Context: an optimization exercise on an open-source flow, tuned for a short achievable clock period and few clock cycles per item. The choices shown serve that exercise and are no tape-out recipe.
Function was checked by simulation only, so behaviour that the tests miss may differ from the original.
Power is estimated from default activity; no workload was simulated.

==> flow/design.v <==
module rlc_decoder (
    input  wire        clk,
    input  wire        rst,           
    input  wire        arm,
    input  wire [5:0]  cfg_dw,        
    input  wire [4:0]  cfg_c,         
    input  wire [15:0] cfg_limit,     
    input  wire [6:0]  cfg_ratio,     
    output wire        idle,
    input  wire        rx_valid,
    input  wire [7:0]  rx_data,
    output wire        rx_ready,
    output wire        out_valid,
    input  wire        out_ready,
    output wire [31:0] out_data,
    output wire        out_pre,
    output wire        done,
    output wire        done_err,
    output wire [31:0] total_samples,
    output wire [31:0] delay_value
);
    localparam DEPTH = 8;
    localparam AW    = 3;
    reg         idle_q;
    reg         done_q;
    reg         err_q;
    reg         rx_ready_q;
    reg         rx_active_q;      
    reg  [5:0]  dw_q;
    reg  [4:0]  c_q;
    reg  [15:0] lim_q;
    reg  [6:0]  ratio_q;
    wire take = arm & idle_q;
    wire cfg_ok = (cfg_dw != 6'd0) && (cfg_dw <= 6'd32) && (cfg_c <= 5'd16) &&
                  (cfg_limit != 16'd0) && (cfg_ratio <= 7'd100);
    wire [6:0]  cfg_sum    = {1'b0, cfg_dw} + {2'b00, cfg_c};
    reg         rb1_q;        
    reg         rb2_q;        
    reg  [15:0] cmask_q;      
    integer j;
    always @(posedge clk) begin
        if (take) begin
            rb1_q <= (cfg_sum <= 7'd8);
            rb2_q <= (cfg_sum > 7'd8) && (cfg_sum <= 7'd16);
            for (j = 0; j < 16; j = j + 1)
                cmask_q[j] <= (j < cfg_c);
        end
    end
    wire [6:0]  sum_w      = {1'b0, dw_q} + {2'b00, c_q} + 7'd7;
    wire [2:0]  rb         = sum_w[5:3];                  
    wire [6:0]  dsum_w     = {1'b0, dw_q} + 7'd7;
    wire [2:0]  db         = dsum_w[5:3];                 
    wire [6:0]  rtop       = {1'b0, rb, 3'b000} - {2'b00, c_q};
    wire [6:0]  dtop       = {1'b0, db, 3'b000};
    reg  [5:0]  rl_sh_q;      
    reg  [6:0]  rtop_q, dtop_q;
    reg  [6:0]  ptop_q;       
    reg  [31:0] pmask_q;
    always @(posedge clk) begin
        rl_sh_q <= 6'd1 << (rb - 3'd2);
        rtop_q  <= rtop;
        dtop_q  <= dtop;
        ptop_q  <= (rtop_q < dtop_q) ? rtop_q : dtop_q;
        for (j = 0; j < 32; j = j + 1)
            pmask_q[j] <= (j < ptop_q);
    end
    reg  [17:0] pp0_q, pp1_q, pp2_q;    
    reg  [15:0] pp3_q;                  
    reg  [7:0]  rat_q;                  
    reg  [19:0] q0_q;
    reg  [18:0] q1_q;
    wire [23:0] dinit = {4'd0, q0_q} + {1'b0, q1_q, 4'd0};
    reg         mv1_q, mv2_q, mv3_q, m_valid_q;
    always @(posedge clk) begin
        pp0_q   <= lim_q * ratio_q[1:0];
        pp1_q   <= lim_q * ratio_q[3:2];
        pp2_q   <= lim_q * ratio_q[5:4];
        pp3_q   <= ratio_q[6] ? lim_q : 16'd0;
        rat_q   <= {1'b0, ratio_q} + 8'd100;
        q0_q    <= {2'd0, pp0_q} + {pp1_q, 2'b00};
        q1_q    <= {1'b0, pp2_q} + {1'b0, pp3_q, 2'b00};
    end
    reg  [5:0]  lane_q;       
    reg         lastb_q;      
    reg         lasts_q;      
    reg  [15:0] scnt_q;       
    reg  [47:0] w_q;
    wire lastb  = lastb_q;
    wire accept = rx_valid & rx_ready_q;
    wire compl  = accept & lastb;
    reg         cmpl_q;       
    reg         cmpl_last_q;  
    wire [47:0] w_sh    = w_q >> c_q;
    wire [31:0] x_data  = w_sh[31:0];            
    wire [15:0] x_code  = w_q[15:0] & cmask_q;
    wire        x_zero  = (x_code == 16'd0);
    reg  [31:0] f_data [0:DEPTH-1];
    reg  [15:0] f_code [0:DEPTH-1];
    reg         f_zero [0:DEPTH-1];
    reg         f_last [0:DEPTH-1];
    reg  [AW-1:0] wptr_q, rptr_q;
    reg  [AW:0]   cnt_q;
    wire        f_ne   = (cnt_q != 0);
    wire        h_v    = f_ne | cmpl_q;
    wire [31:0] h_data = f_ne ? f_data[rptr_q] : x_data;
    wire [15:0] h_code = f_ne ? f_code[rptr_q] : x_code;
    wire        h_zero = f_ne ? f_zero[rptr_q] : x_zero;
    wire        h_last = f_ne ? f_last[rptr_q] : cmpl_last_q;
    wire [AW+1:0] pend = {1'b0, cnt_q} + {{AW+1{1'b0}}, cmpl_q} +
                         {{AW+1{1'b0}}, (rx_ready_q & lastb)};
    wire room = (pend <= DEPTH - 1);
    reg         ov_q;
    reg  [31:0] od_q;         
    reg         opre_q;       
    reg  [31:0] od2_q;        
    reg         opre2_q;      
    reg  [15:0] rem_q;
    reg         olast_q;      
    reg         olsamp_q;     
    reg  [23:0] d_q;          
    reg         ld_q;
    reg  [15:0] lcode_q;
    reg         lpre_q;
    reg  [31:0] total_q, delay_q;
    wire pre_next = ~d_q[23] & (d_q[22:0] >= {15'd0, rat_q});   
    wire fire     = ov_q & out_ready;
    wire load     = ~ov_q | (out_ready & olast_q);
    wire ld       = load & h_v & m_valid_q;
    wire pop      = ld;         
    wire push     = cmpl_q;
    assign idle          = idle_q;
    assign rx_ready      = rx_ready_q;
    assign out_valid     = ov_q;
    assign out_data      = od_q;
    assign out_pre       = opre_q;
    assign done          = done_q;
    assign done_err      = err_q;
    assign total_samples = total_q;
    assign delay_value   = delay_q;
    always @(posedge clk) begin
        if (push) begin
            f_data[wptr_q] <= x_data;
            f_code[wptr_q] <= x_code;
            f_zero[wptr_q] <= x_zero;
            f_last[wptr_q] <= cmpl_last_q;
        end
    end
    always @(posedge clk) begin
        if (take) begin
            dw_q    <= cfg_dw;
            c_q     <= cfg_c;
            lim_q   <= cfg_limit;
            ratio_q <= cfg_ratio;
        end
        if (accept) begin
            if (lane_q[0]) w_q[7:0]   <= rx_data;
            if (lane_q[1]) w_q[15:8]  <= rx_data;
            if (lane_q[2]) w_q[23:16] <= rx_data;
            if (lane_q[3]) w_q[31:24] <= rx_data;
            if (lane_q[4]) w_q[39:32] <= rx_data;
            if (lane_q[5]) w_q[47:40] <= rx_data;
        end
        if (ld) begin
            od2_q    <= h_data & pmask_q;
            opre2_q  <= pre_next;
            lcode_q  <= h_code;
        end
        lpre_q <= pre_next;
        od_q   <= ld ? (h_data & pmask_q) : od2_q;
        opre_q <= ld ? pre_next : opre2_q;
        if (!ld) begin
            od2_q   <= od_q;
            opre2_q <= opre_q;
        end
        if (ld) begin
            rem_q    <= h_code;
            olast_q  <= h_zero;
            olsamp_q <= h_last;
        end else if (fire) begin
            rem_q    <= rem_q - 16'd1;
            olast_q  <= (rem_q == 16'd1);
        end
    end
    always @(posedge clk) begin
        if (rst) begin
            idle_q      <= 1'b1;
            done_q      <= 1'b0;
            err_q       <= 1'b0;
            rx_ready_q  <= 1'b0;
            rx_active_q <= 1'b0;
            lane_q      <= 6'd1;
            lastb_q     <= 1'b0;
            lasts_q     <= 1'b0;
            scnt_q      <= 16'd0;
            cmpl_q      <= 1'b0;
            cmpl_last_q <= 1'b0;
            wptr_q      <= {AW{1'b0}};
            rptr_q      <= {AW{1'b0}};
            cnt_q       <= {(AW+1){1'b0}};
            ov_q        <= 1'b0;
            mv1_q       <= 1'b0;
            mv2_q       <= 1'b0;
            mv3_q       <= 1'b0;
            m_valid_q   <= 1'b0;
            ld_q        <= 1'b0;
            total_q     <= 32'd0;
            delay_q     <= 32'd0;
        end else begin
            mv1_q     <= take & cfg_ok;
            mv2_q     <= mv1_q;
            mv3_q     <= mv2_q;
            m_valid_q <= take ? 1'b0 : (m_valid_q | mv3_q);
            if (take) begin
                idle_q      <= 1'b0;
                err_q       <= ~cfg_ok;
                done_q      <= ~cfg_ok;
                rx_ready_q  <= cfg_ok;
                rx_active_q <= cfg_ok;
                lane_q      <= 6'd1;
                lastb_q     <= (cfg_sum <= 7'd8);
                lasts_q     <= (cfg_limit == 16'd1);
                scnt_q      <= cfg_limit;
                total_q     <= 32'd0;
                delay_q     <= 32'd0;
            end else begin
                if (accept) begin
                    if (lastb) begin
                        lane_q  <= 6'd1;
                        lastb_q <= rb1_q;
                        scnt_q  <= scnt_q - 16'd1;
                        lasts_q <= (scnt_q == 16'd2);
                    end else begin
                        lane_q  <= {lane_q[4:0], 1'b0};
                        lastb_q <= lane_q[0] ? rb2_q : |(lane_q[5:1] & rl_sh_q[5:1]);
                    end
                end
                if (accept & lastb & lasts_q)
                    rx_active_q <= 1'b0;
                rx_ready_q <= rx_active_q & ~(accept & lastb & lasts_q) & room;
                if (mv3_q)
                    d_q <= dinit;
                else if (ld)
                    d_q <= d_q - 24'd100;
                if (ld)
                    ov_q <= 1'b1;
                else if (fire & olast_q)
                    ov_q <= 1'b0;
                done_q <= fire & olast_q & olsamp_q;
                if (done_q)
                    idle_q <= 1'b1;
                if (ld_q) begin
                    total_q <= total_q + {16'd0, lcode_q} + 32'd1;
                    if (lpre_q)
                        delay_q <= delay_q + {16'd0, lcode_q} + 32'd1;
                end
            end
            ld_q        <= ld;
            cmpl_q      <= compl;
            cmpl_last_q <= compl & lasts_q;
            if (push)
                wptr_q <= wptr_q + 1'b1;
            if (pop)
                rptr_q <= rptr_q + 1'b1;
            cnt_q <= cnt_q + {{AW{1'b0}}, push} - {{AW{1'b0}}, pop};
        end
    end
endmodule
Settings: LEC_CHECK=0, ABC_CLOCK_PERIOD_IN_PS=2500, CAP_MARGIN=20, CORE_MARGIN=2, CORE_UTILIZATION=40, SETUP_SLACK_MARGIN=5, SLEW_MARGIN=20; clock period 8.0 ns.
standard.sh (not shown) runs the stock make flow with config.mk's settings and CLKGATE_MAP_FILE= SYNTH_SCRIPT=/design/flow/synth_recipe.tcl, a recipe that flattens the netlist after the stock synthesis.
==> flow/flow/run.sh <==
#!/bin/bash
set -euo pipefail
bash standard.sh SETUP_SLACK_MARGIN=5.6 finish > orfs_make.log 2>&1
The first run passed the timing, design-rule and antenna checks.
Testbench counts at the start, summed over its fixed seeds: cycles 33,214, items 24,455.
Change:
--- a/flow/design.v
+++ b/flow/design.v
@@ -84,14 +84,27 @@
     reg         lastb_q;      
     reg         lasts_q;      
     reg  [15:0] scnt_q;       
-    reg  [47:0] w_q;
+    reg  [15:0] w_q;          
+    reg  [31:0] p_q;          
+    reg  [47:0] v_q;          
+    reg  [47:0] v0_q;         
+    reg  [7:0]  co_q;         
+    wire [47:0] cfg_v0 = 48'h0000FF << (5'd16 - cfg_c);
+    reg  [7:0]  rot;
+    integer b, k;
+    always @(*) begin
+        for (b = 0; b < 8; b = b + 1) begin
+            rot[b] = 1'b0;
+            for (k = 0; k < 8; k = k + 1)
+                rot[b] = rot[b] | (co_q[k] & rx_data[(b + k) % 8]);
+        end
+    end
     wire lastb  = lastb_q;
     wire accept = rx_valid & rx_ready_q;
     wire compl  = accept & lastb;
     reg         cmpl_q;       
     reg         cmpl_last_q;  
-    wire [47:0] w_sh    = w_q >> c_q;
-    wire [31:0] x_data  = w_sh[31:0];            
+    wire [31:0] x_data  = p_q;                   
     wire [15:0] x_code  = w_q[15:0] & cmask_q;
     wire        x_zero  = (x_code == 16'd0);
     reg  [31:0] f_data [0:DEPTH-1];
@@ -155,10 +168,15 @@
         if (accept) begin
             if (lane_q[0]) w_q[7:0]   <= rx_data;
             if (lane_q[1]) w_q[15:8]  <= rx_data;
-            if (lane_q[2]) w_q[23:16] <= rx_data;
-            if (lane_q[3]) w_q[31:24] <= rx_data;
-            if (lane_q[4]) w_q[39:32] <= rx_data;
-            if (lane_q[5]) w_q[47:40] <= rx_data;
+            for (j = 0; j < 32; j = j + 1)
+                if (v_q[j + 16]) p_q[j] <= rot[j % 8];
+            v_q <= lastb ? v0_q : {v_q[39:0], 8'd0};
+        end
+        if (take) begin
+            v_q  <= cfg_v0;
+            v0_q <= cfg_v0;
+            for (j = 0; j < 8; j = j + 1)
+                co_q[j] <= (cfg_c[2:0] == j);
         end
         if (ld) begin
             od2_q    <= h_data & pmask_q;
Final area is higher by about 2.4%.
Utilization came out lower by 1.4 points.
Flip-flop and latch count increases by 95.
Sequential power rose by about 10%.
Wire length is lower by 3.5%.
Total power increases by about 4.5%.
Sequential share of layout area increases by 3.9 points.
Worst setup slack gains 69 ps.
Combinational power falls by 12%.
Testbench counts after the change, summed over its fixed seeds: cycles 33,214, items 24,455.

==> re-timing with driven ports <==
No port has a modelled driver above. Below, the same layouts with a new extraction and two added sets of constraints. Step 1, drivers: a clkbuf_16 drives clk and a buf_2 each remaining input, both assumed. Step 2 times the ports against the registers' clock, not the clock port: input delays grow and output delays shrink by t, the midpoint of the rising clock arrivals with the driver on. Slacks: ideal ports / drivers / drivers and shift; pairs: ideal ports / drivers.
run	t (ns)	slack for setup (ns)	worst setup path after step 2	worst slew at a driven data input, ns
the first run	0.768	5.138 / 5.107 / 4.629	input to register	0.12
the second run	0.736	5.207 / 5.141 / 4.569	input to register	0.13
After both steps every run listed still meets setup and hold. The setup slack of the second run, which loses most, moves by -0.066 ns with the drivers and by -0.638 ns with both steps.
